This is an optimization exercise on Yosys and OpenROAD, whose aim is small area, a short achievable clock period and few clock cycles, not a production implementation. Function not checked in this run: the RTL went through the layout flow alone. Power is estimated from default activity; no workload was simulated.

--- flow/constraint.sdc ---
create_clock -name core_clock -period 10.0 [get_ports {clk}]
set_input_delay 2.0000 -clock core_clock [delete_from_list [all_inputs] [get_ports {clk}]]
set_output_delay 2.0000 -clock core_clock [all_outputs]
set_load 0.01 [all_outputs]
--- flow/config.mk ---
export PLATFORM = sky130hd
export DESIGN_NAME = vmstack_core
export DESIGN_NICKNAME = vmstack_core
export VERILOG_FILES = /design/flow/design.v
export SDC_FILE = /design/flow/constraint.sdc
export NUM_CORES = 4
export LEC_CHECK = 0
export CAP_MARGIN = 20
export CORE_MARGIN = 2
export CORE_UTILIZATION = 50
export SETUP_SLACK_MARGIN = 5
export SLEW_MARGIN = 20
--- flow/run.sh ---
#!/bin/bash
# synth_recipe.tcl (not shown) runs the flow's synth.tcl, then flattens the netlist and writes it again
# the make line also repeats each setting of config.mk as NAME=value (left out here)
make -C /OpenROAD-flow-scripts/flow DESIGN_CONFIG=/design/flow/config.mk WORK_HOME=/design/flow/orfs CLKGATE_MAP_FILE= SYNTH_SCRIPT=/design/flow/synth_recipe.tcl finish
--- flow/design.v ---
module vmstack_core (
    input  wire        clk,
    input  wire        rst,           
    input  wire        start,         
    input  wire [8:0]  img_len,       
    output wire        mem_req,
    output wire        mem_we,
    output wire [7:0]  mem_addr,
    output wire [31:0] mem_wdata,
    input  wire        mem_ack,
    input  wire [31:0] mem_rdata,
    output wire [1:0]  run,
    output wire [2:0]  fcause,
    output wire [8:0]  pc,
    output wire [8:0]  sp,
    output wire [31:0] result,
    output wire        result_valid,
    output reg         trace_valid,
    output reg  [8:0]  trace_pc,
    output reg  [2:0]  trace_op,
    output wire [31:0] trace_tos,
    output wire        trace_tos_valid
);
    localparam [8:0] ORIGIN = 9'd100;
    localparam [1:0] RUNNING = 2'd0, HALTED = 2'd1, FAULTED = 2'd2, NORUN = 2'd3;
    localparam [2:0] F_ILLEGAL   = 3'd1, F_UNDERFLOW = 3'd2, F_OVERFLOW = 3'd3,
                     F_DIVZERO   = 3'd4, F_RESERVED  = 3'd5, F_PCRANGE  = 3'd6;
    localparam [2:0] OP_HALT = 3'd0, OP_ADD = 3'd1, OP_SUB = 3'd2, OP_MUL = 3'd3,
                     OP_DIV  = 3'd4, OP_PUSH = 3'd5;
    reg [1:0]  run_r;
    reg [2:0]  fc_r;
    reg [8:0]  fpc;         
    reg [8:0]  lim;
    reg        more;        
    reg [6:0]  sp_r;
    reg [29:0] ir;          
    reg        irv;
    reg        k_push, k_halt, k_add, k_sub, k_mul, k_div, k_ill, k_res;
    reg [31:0] T, N, A;
    reg        nv, nd;
    reg        s_mul, s_div, s_dneg, s_dfix;
    reg        d_first;     
    reg [5:0]  cnt;
    reg        qneg;
    wire running = (run_r == RUNNING);
    wire s_ex    = !(s_mul || s_div || s_dneg || s_dfix);
    assign run          = run_r;
    assign fcause       = fc_r;
    assign pc           = fpc;
    assign sp           = {2'b00, sp_r};
    assign result       = T;
    wire   sp_empty     = (sp_r == 7'd100);
    assign result_valid = (run_r == HALTED) && !sp_empty;
    assign trace_tos    = T;
    assign trace_tos_valid = !sp_empty;
    wire [1:0] rtag = mem_rdata[31:30];
    wire       rlow = (mem_rdata[29:3] == 27'd0);
    wire [2:0] rop  = mem_rdata[2:0];
    wire       r_op = (rtag == 2'b01) && rlow;
    wire k_bin      = k_add || k_sub || k_mul || k_div;
    wire stall      = (k_push && nv && nd) || (k_bin && !nv);
    wire xv         = running && s_ex && irv;
    wire need_spill = xv && k_push && nv && nd;
    wire need_fill  = xv && k_bin && !nv;
    wire ex_go      = xv && !stall;
    wire do_fetch   = running && more && (!irv || ex_go);
    assign mem_req   = need_spill || need_fill || do_fetch;
    assign mem_we    = need_spill;
    assign mem_addr  = (xv && stall) ? {1'b0, sp_r} : fpc[7:0];
    assign mem_wdata = N;
    wire e_as   = s_ex && (k_add || k_sub);
    wire e_md   = s_ex && (k_mul || k_div);
    wire xs_N   = e_as;
    wire xs_A   = s_mul;
    wire xs_R   = s_div;
    wire ys_T   = e_as || s_dfix;
    wire ys_N   = e_md || s_dneg || s_div || (s_mul && T[0]);
    wire inv    = (s_ex && (k_sub || (k_div && N[31]))) || s_dneg || s_dfix || (s_div && !A[31]);
    wire zen    = s_mul && T[1];
    wire [31:0] X  = ({32{xs_N}} & N) | ({32{xs_A}} & A) | ({32{xs_R}} & {A[30:0], T[31]});
    wire [31:0] Yi = (({32{ys_T}} & T) | ({32{ys_N}} & N)) ^ {32{inv}};
    wire [31:0] Z  = {32{zen}} & {N[30:0], 1'b0};
    wire [31:0] cs_s = X ^ Yi ^ Z;
    wire [31:0] cs_c = (X & Yi) | (X & Z) | (Yi & Z);
    wire [31:0] S  = cs_s + {cs_c[30:0], inv};
    wire [7:0] gT, gN;
    genvar g;
    generate for (g = 0; g < 8; g = g + 1) begin : grp
        assign gT[g] = |T[4*g+3:4*g];
        assign gN[g] = |N[4*g+3:4*g];
    end endgenerate
    wire mul_swap = (gN < gT);
    wire mul_last = (T[31:2] == 30'd0);
    wire div_q0   = d_first && (T < N);
    wire div_skip = (cnt <= 6'd24) && (A[31:24] == 8'd0) && ({A[23:0], T[31:24]} < N);
    wire div_last = div_skip ? (cnt == 6'd24) : (cnt == 6'd31);
    wire t_zero   = (T == 32'd0);
    wire [8:0] fpc_inc = fpc + 9'd1;
    wire [8:0] fpc_dec = fpc - 9'd1;
    always @(posedge clk) begin
        if (rst) begin
            run_r       <= NORUN;
            trace_valid <= 1'b0;
        end else begin
            trace_valid <= 1'b0;
            if (!running) begin
                if (start) begin
                    if (img_len > 9'd156) begin
                        run_r <= NORUN;
                    end else begin
                        run_r  <= RUNNING;
                        fc_r   <= 3'd0;
                        fpc    <= ORIGIN;
                        lim    <= ORIGIN + img_len;
                        more   <= (img_len != 9'd0);
                        sp_r   <= 7'd100;
                        irv    <= 1'b0;
                        nv     <= 1'b0;
                        nd     <= 1'b0;
                        s_mul  <= 1'b0;
                        s_div  <= 1'b0;
                        s_dneg <= 1'b0;
                        s_dfix <= 1'b0;
                    end
                end
            end else begin
                if (do_fetch) begin
                    ir     <= mem_rdata[29:0];
                    k_push <= (rtag == 2'b00);
                    k_res  <= (rtag == 2'b10);
                    k_ill  <= rtag[0] && !(r_op && rop <= 3'd4);
                    k_halt <= r_op && rop == 3'd0;
                    k_add  <= r_op && rop == 3'd1;
                    k_sub  <= r_op && rop == 3'd2;
                    k_mul  <= r_op && rop == 3'd3;
                    k_div  <= r_op && rop == 3'd4;
                    irv    <= mem_ack;
                    if (mem_ack) begin
                        fpc  <= fpc_inc;
                        more <= (fpc_inc != lim);
                    end
                end else if (ex_go) begin
                    irv <= 1'b0;
                end
                if (need_spill && mem_ack) nd <= 1'b0;
                if (need_fill) begin
                    N  <= mem_rdata;
                    nv <= mem_ack;
                    nd <= 1'b0;
                end
                if (s_ex) begin
                    if (!irv) begin
                        if (!more) begin
                            run_r <= FAULTED;
                            fc_r  <= F_PCRANGE;
                        end
                    end else if (!stall) begin
                        if (k_ill) begin
                            run_r <= FAULTED; fc_r <= F_ILLEGAL; fpc <= fpc_dec;
                        end else if (k_res) begin
                            run_r <= FAULTED; fc_r <= F_RESERVED; fpc <= fpc_dec;
                        end else if (k_push) begin
                            if (sp_r == 7'd0) begin
                                run_r <= FAULTED; fc_r <= F_OVERFLOW; fpc <= fpc_dec;
                            end else begin
                                T    <= {2'b00, ir};
                                N    <= T;
                                nv   <= !sp_empty;
                                nd   <= 1'b1;
                                sp_r <= sp_r - 7'd1;
                                trace_valid <= 1'b1;
                                trace_pc    <= fpc_dec;
                                trace_op    <= OP_PUSH;
                            end
                        end else if (k_halt) begin
                            run_r <= HALTED;
                            fpc   <= fpc;
                            trace_valid <= 1'b1;
                            trace_pc    <= fpc_dec;
                            trace_op    <= OP_HALT;
                        end else begin  
                            if (sp_r > 7'd98) begin
                                run_r <= FAULTED; fc_r <= F_UNDERFLOW; fpc <= fpc_dec;
                            end else if (k_div && t_zero) begin
                                run_r <= FAULTED; fc_r <= F_DIVZERO; fpc <= fpc_dec;
                            end else begin
                                trace_pc <= fpc_dec;
                                if (k_add || k_sub) begin
                                    T    <= S;
                                    nv   <= 1'b0;
                                    sp_r <= sp_r + 7'd1;
                                    trace_valid <= 1'b1;
                                    trace_op    <= k_add ? OP_ADD : OP_SUB;
                                end else if (k_mul) begin
                                    if (mul_swap) begin
                                        T <= S;           
                                        N <= T;
                                    end
                                    A     <= 32'd0;
                                    s_mul <= 1'b1;
                                    trace_op <= OP_MUL;
                                end else begin       
                                    T       <= S;     
                                    N       <= T;
                                    qneg    <= N[31] ^ T[31];
                                    A       <= 32'd0;
                                    cnt     <= 6'd0;
                                    d_first <= 1'b1;
                                    s_dneg  <= T[31];
                                    s_div   <= !T[31];
                                    trace_op <= OP_DIV;
                                end
                            end
                        end
                    end
                end
                if (s_mul) begin
                    A <= S;
                    N <= {N[29:0], 2'b00};
                    if (mul_last) begin
                        T     <= S;
                        nv    <= 1'b0;
                        sp_r  <= sp_r + 7'd1;
                        trace_valid <= 1'b1;
                        s_mul <= 1'b0;
                    end else begin
                        T <= {2'b00, T[31:2]};
                    end
                end
                if (s_dneg) begin
                    N      <= S;
                    s_dneg <= 1'b0;
                    s_div  <= 1'b1;
                end
                if (s_div) begin
                    d_first <= 1'b0;
                    if (div_q0) begin
                        T     <= 32'd0;
                        nv    <= 1'b0;
                        sp_r  <= sp_r + 7'd1;
                        trace_valid <= 1'b1;
                        s_div <= 1'b0;
                    end else begin
                        if (div_skip) begin
                            A   <= {A[23:0], T[31:24]};
                            T   <= {T[23:0], 8'd0};
                            cnt <= cnt + 6'd8;
                        end else begin
                            A   <= S;
                            T   <= {T[30:0], !S[31]};
                            cnt <= cnt + 6'd1;
                        end
                        if (div_last) begin
                            s_div <= 1'b0;
                            if (qneg) begin
                                s_dfix <= 1'b1;
                            end else begin
                                nv    <= 1'b0;
                                sp_r  <= sp_r + 7'd1;
                                trace_valid <= 1'b1;
                            end
                        end
                    end
                end
                if (s_dfix) begin
                    T      <= S;
                    nv     <= 1'b0;
                    sp_r   <= sp_r + 7'd1;
                    trace_valid <= 1'b1;
                    s_dfix <= 1'b0;
                end
            end
        end
    end
endmodule
==> run summary <==
[critical path, delay by kind of cell (launching register included)]
family / cells / cell delay (ns)
AOI/OAI and AO/OA: 8 / 1.46
xor gates and xnor gates: 1 / 0.17
adders and majority gates: 2 / 0.96
buffers and inverters: 4 / 0.61
DFF: 1 / 0.46
muxes: 1 / 0.32
and+or+nand+nor: 4 / 0.86
[power breakdown]
part           internal [mW]  leakage, nW  total [mW]  switching [mW]
clock network          0.382        0.297       0.755           0.374
logic                  0.168         6.00       0.397           0.229
registers              0.899         1.74       0.911          0.0118
[flip-flops by register name (all words and copies together) (netlist names), 7 cells and up]
register	cells
ir	30
lim	9
trace_pc	9
A	32
T	32
N	32
sp_r	7
fpc	9
[cells in the mapped netlist, drive strengths merged, types with 33 or more instances]
library cell	count
a21oi	159
edfxtp	190
xor2	35
buf	60
o21a	33
mux2i	80
a22oi	61
clkbuf	97
inv	96
nand2	137
ha	112
nor2	104
o21ai	116
and3	48
xnor2	74
nand3	36
[final timing paths]
path                         startpoint                     to  slack, ns  cells past startpoint
setup / recovery    s_div$_SDFFCE_PN0P_        N[28]$_DFFE_PP_       4.96                     20
hold / removal    run_r[1]$_SDFFE_PP1P_  run_r[1]$_SDFFE_PP1P_       0.55                      1
setup reg to reg    s_div$_SDFFCE_PN0P_        N[28]$_DFFE_PP_       4.96                     20
hold reg to reg   run_r[1]$_SDFFE_PP1P_  run_r[1]$_SDFFE_PP1P_       0.55                      1
[logic make-up after synthesis]
group                    Yosys count  synth area share (%)
adder cells (fa/ha/maj)          143                  11.7
flip-flops                       193                  33.4
AND/OR/NAND/NOR                  461                  13.1
XOR/XNOR                         109                  5.57
other                              1                0.0217
buffers and inverters            255                  6.51
AO/OA/AOI/OAI                    620                  24.5
multiplexers                      88                  5.16
[layout make-up]
class / count / area share, %
Timing Repair Buffer: 276 / 13.2
Tap cell: 455 / 2.70
Clock buffer: 17 / 2.02
Sequential cell: 193 / 27.3
Inverter: 98 / 1.77
Multi-Input combinational cell: 1424 / 52.1
Clock inverter: 15 / 0.854
[layer usage]
layer / vias to the layer above / wire, um
met4: 2 / 4780
met5: - / 17
met1: 8278 / 27800
met3: 298 / 9060
li1: 7369 / -
met2: 1301 / 31900
[what timing repair did]
item / 4_1_cts / 5_1_grt
setup endpoints to repair: 101 / 66
hold endpoints to repair: 0 / 0
gates cloned: 6 / 1
hold buffers: 0 / 0
resized for setup: 62 / 74
pin swaps: 19 / 74
setup buffers: 22 / 18
[per-stage QoR]
step | power (mW) | hold slack (ns) | area, um2
after floorplan | 1.14 | 0.556 | 17300
after global placement | 1.26 | 0.523 | 19300
after detailed placement | 1.26 | 0.530 | 19300
after CTS | 2.02 | 0.549 | 20600
after global routing | 2.12 | 0.581 | 21100
final | 2.06 | 0.545 | 21100
==> flow_metrics.env <==
export IMPL_finalMaxSlewViolations=0
export IMPL_wl_per_cell_um=29.7
export IMPL_p_leak_nw=8.03
export IMPL_yosysTopAreaCell="edfxtp_1"
export IMPL_start_util_pct=50.4
export IMPL_power_density_nw_per_um2=97.8
export IMPL_timing_slew_headroom_pct=21.3
export IMPL_synth_warnings=1
export IMPL_clock_path_buffers=2
export IMPL_tightest_slew_ns=1.17
export IMPL_portBuffers=186
export IMPL_end_kind="flop"
export IMPL_vdd_drop_max_mv=0.127
export IMPL_cts_num_sinks=193
export IMPL_drtAntennaViolNets=0
export IMPL_setup_violations=0
export IMPL_grt_util_met1_pct=52.9
export IMPL_grt_pass1_vias=16100
export IMPL_cts_tree="yes"
export IMPL_use_met3_pct=10.3
export IMPL_synth_ff_type="edfxtp_1"
export IMPL_hold_viol_final=0
export IMPL_dp_hpwl_um=49800
export IMPL_ios=189
export IMPL_min_period_ns=5.04
export IMPL_fin_util_pct=61.6
export IMPL_path_cells="buf_12 -> nor4_4 -> and2_4 -> buf_12 -> or2_4 -> buf_12 -> a22oi_2 -> xnor2_2 -> fa_1 -> fa_2 -> a21o_1 -> nand4_1 -> a211oi_2 -> o311ai_2 -> buf_4 -> a21oi_4 -> o311a_4 -> o21ai_2 -> mux2_4 -> a211oi_2"
export IMPL_synth_area_um2=17300
export IMPL_clock_latency_ns=0.48
export IMPL_grtUsageTotal_pct=40.1
export IMPL_clk_pin_slew_ns=0.09
export IMPL_busiest_layer="met2"
export IMPL_multi_input_area_um2=11000
export IMPL_regArea_um2=5770
export IMPL_cts_max_level=4
export IMPL_drive_gt1_share_pct=11.9
export IMPL_coreArea_um2=34300
export IMPL_crit_path_top_delay_cell="fa_1"
export IMPL_setup_slack_ns=4.96
export IMPL_gr_usage_met2_pct=60.9
export IMPL_drtIter0Drc=2885
export IMPL_fin_crit_sh_pct=50.4
export IMPL_worstPathRequired_ns=10.31
export IMPL_overflow=0
export IMPL_routed_via_density=6.96
export IMPL_crit_arrival_ns=5.35
export IMPL_place_congestion=1.03
export IMPL_worstHoldPathType="flop to flop"
export IMPL_avgSynthCellArea_um2=9.23
export IMPL_place_inst=2398
export IMPL_cpPeakStageDelay_ns=0.54
export IMPL_synth_edff_count=190
export IMPL_synth_top_area_share_pct=33.0
export IMPL_crit_top_cell="buf_12"
export IMPL_outcome="finished clean"
export IMPL_final_common_cell="edfxtp_1"
export IMPL_die_y_um=190
export IMPL_dieArea_um2=36000
export IMPL_rsz0062_at_grt="true"
export IMPL_crit_fanout=6
export IMPL_yosysUniqueCellTypes=85
export IMPL_worstSetupPathType="flop to flop"
export IMPL_num_fill_cells=2969
export IMPL_syn_to_final_growth_pct=22.2
export IMPL_grt_first_pass_wirelength_um=106000
export IMPL_drc_errors=0
export IMPL_max_freq_mhz=199
export IMPL_firstDrtPassIters=8
export IMPL_synth_async_reset_ratio_pct=0
export IMPL_cp_start_kind="flop"
export IMPL_synth_cells=1870
export IMPL_antenna_found_initial=1
export IMPL_wirelength_um=73600
export IMPL_final_cells=2478
export IMPL_die_x_um=190
export IMPL_cts_buffers=17
export IMPL_post_place_ws_ns=3.27
export IMPL_ys_seq_area_share_pct=33.4
export IMPL_fin_setup_tns_ns=0
export IMPL_vias=17200
export IMPL_yosys_top_cells_area="edfxtp_1, ha_1, mux2i_1"
export IMPL_diodes=0
export IMPL_clock_skew_ns=0.0165
export IMPL_cts_root_buf="clkbuf_16"
export IMPL_grt_max_degree=84
export IMPL_fin_nets=2198
export IMPL_fp_row_count=68
export IMPL_ys_seq_elements=193
export IMPL_cap_violations=0
export IMPL_layout_common_cells="edfxtp_1, clkdlybuf4s50_1, a21oi_1, nand2_1, o21ai_0"

## port drivers added, routing unchanged
No port has a modelled driver above. Below, the same layout with a new extraction and two added sets of constraints.
Step 1 (the two cells are an assumption about what drives the block):
set clk [get_ports {clk}]
set_driving_cell -lib_cell sky130_fd_sc_hd__clkbuf_16 $clk
set_driving_cell -lib_cell sky130_fd_sc_hd__buf_2 [delete_from_list [all_inputs] $clk]
Step 2 adds t to the input delays and takes it off the output delays; t is the mean of the earliest and latest rising clock arrival at the registers after step 1. Input paths then give back, and output paths get back, about the clock's delay inside the block.
Slacks: ideal ports / drivers / drivers and shift; pairs: ideal ports / drivers.
shift t [ns]: 0.528
slack for setup (ns): 4.963 / 4.963 / 4.963
worst setup path after step 2: register to register
latest minus earliest clock arrival (ns): 0.017 / 0.017
worst data-port slew with drivers (ns): 0.04
After both steps this run still meets setup and hold. The setup slack of this run moves by 0.000 ns with the drivers and by 0.000 ns with both steps.
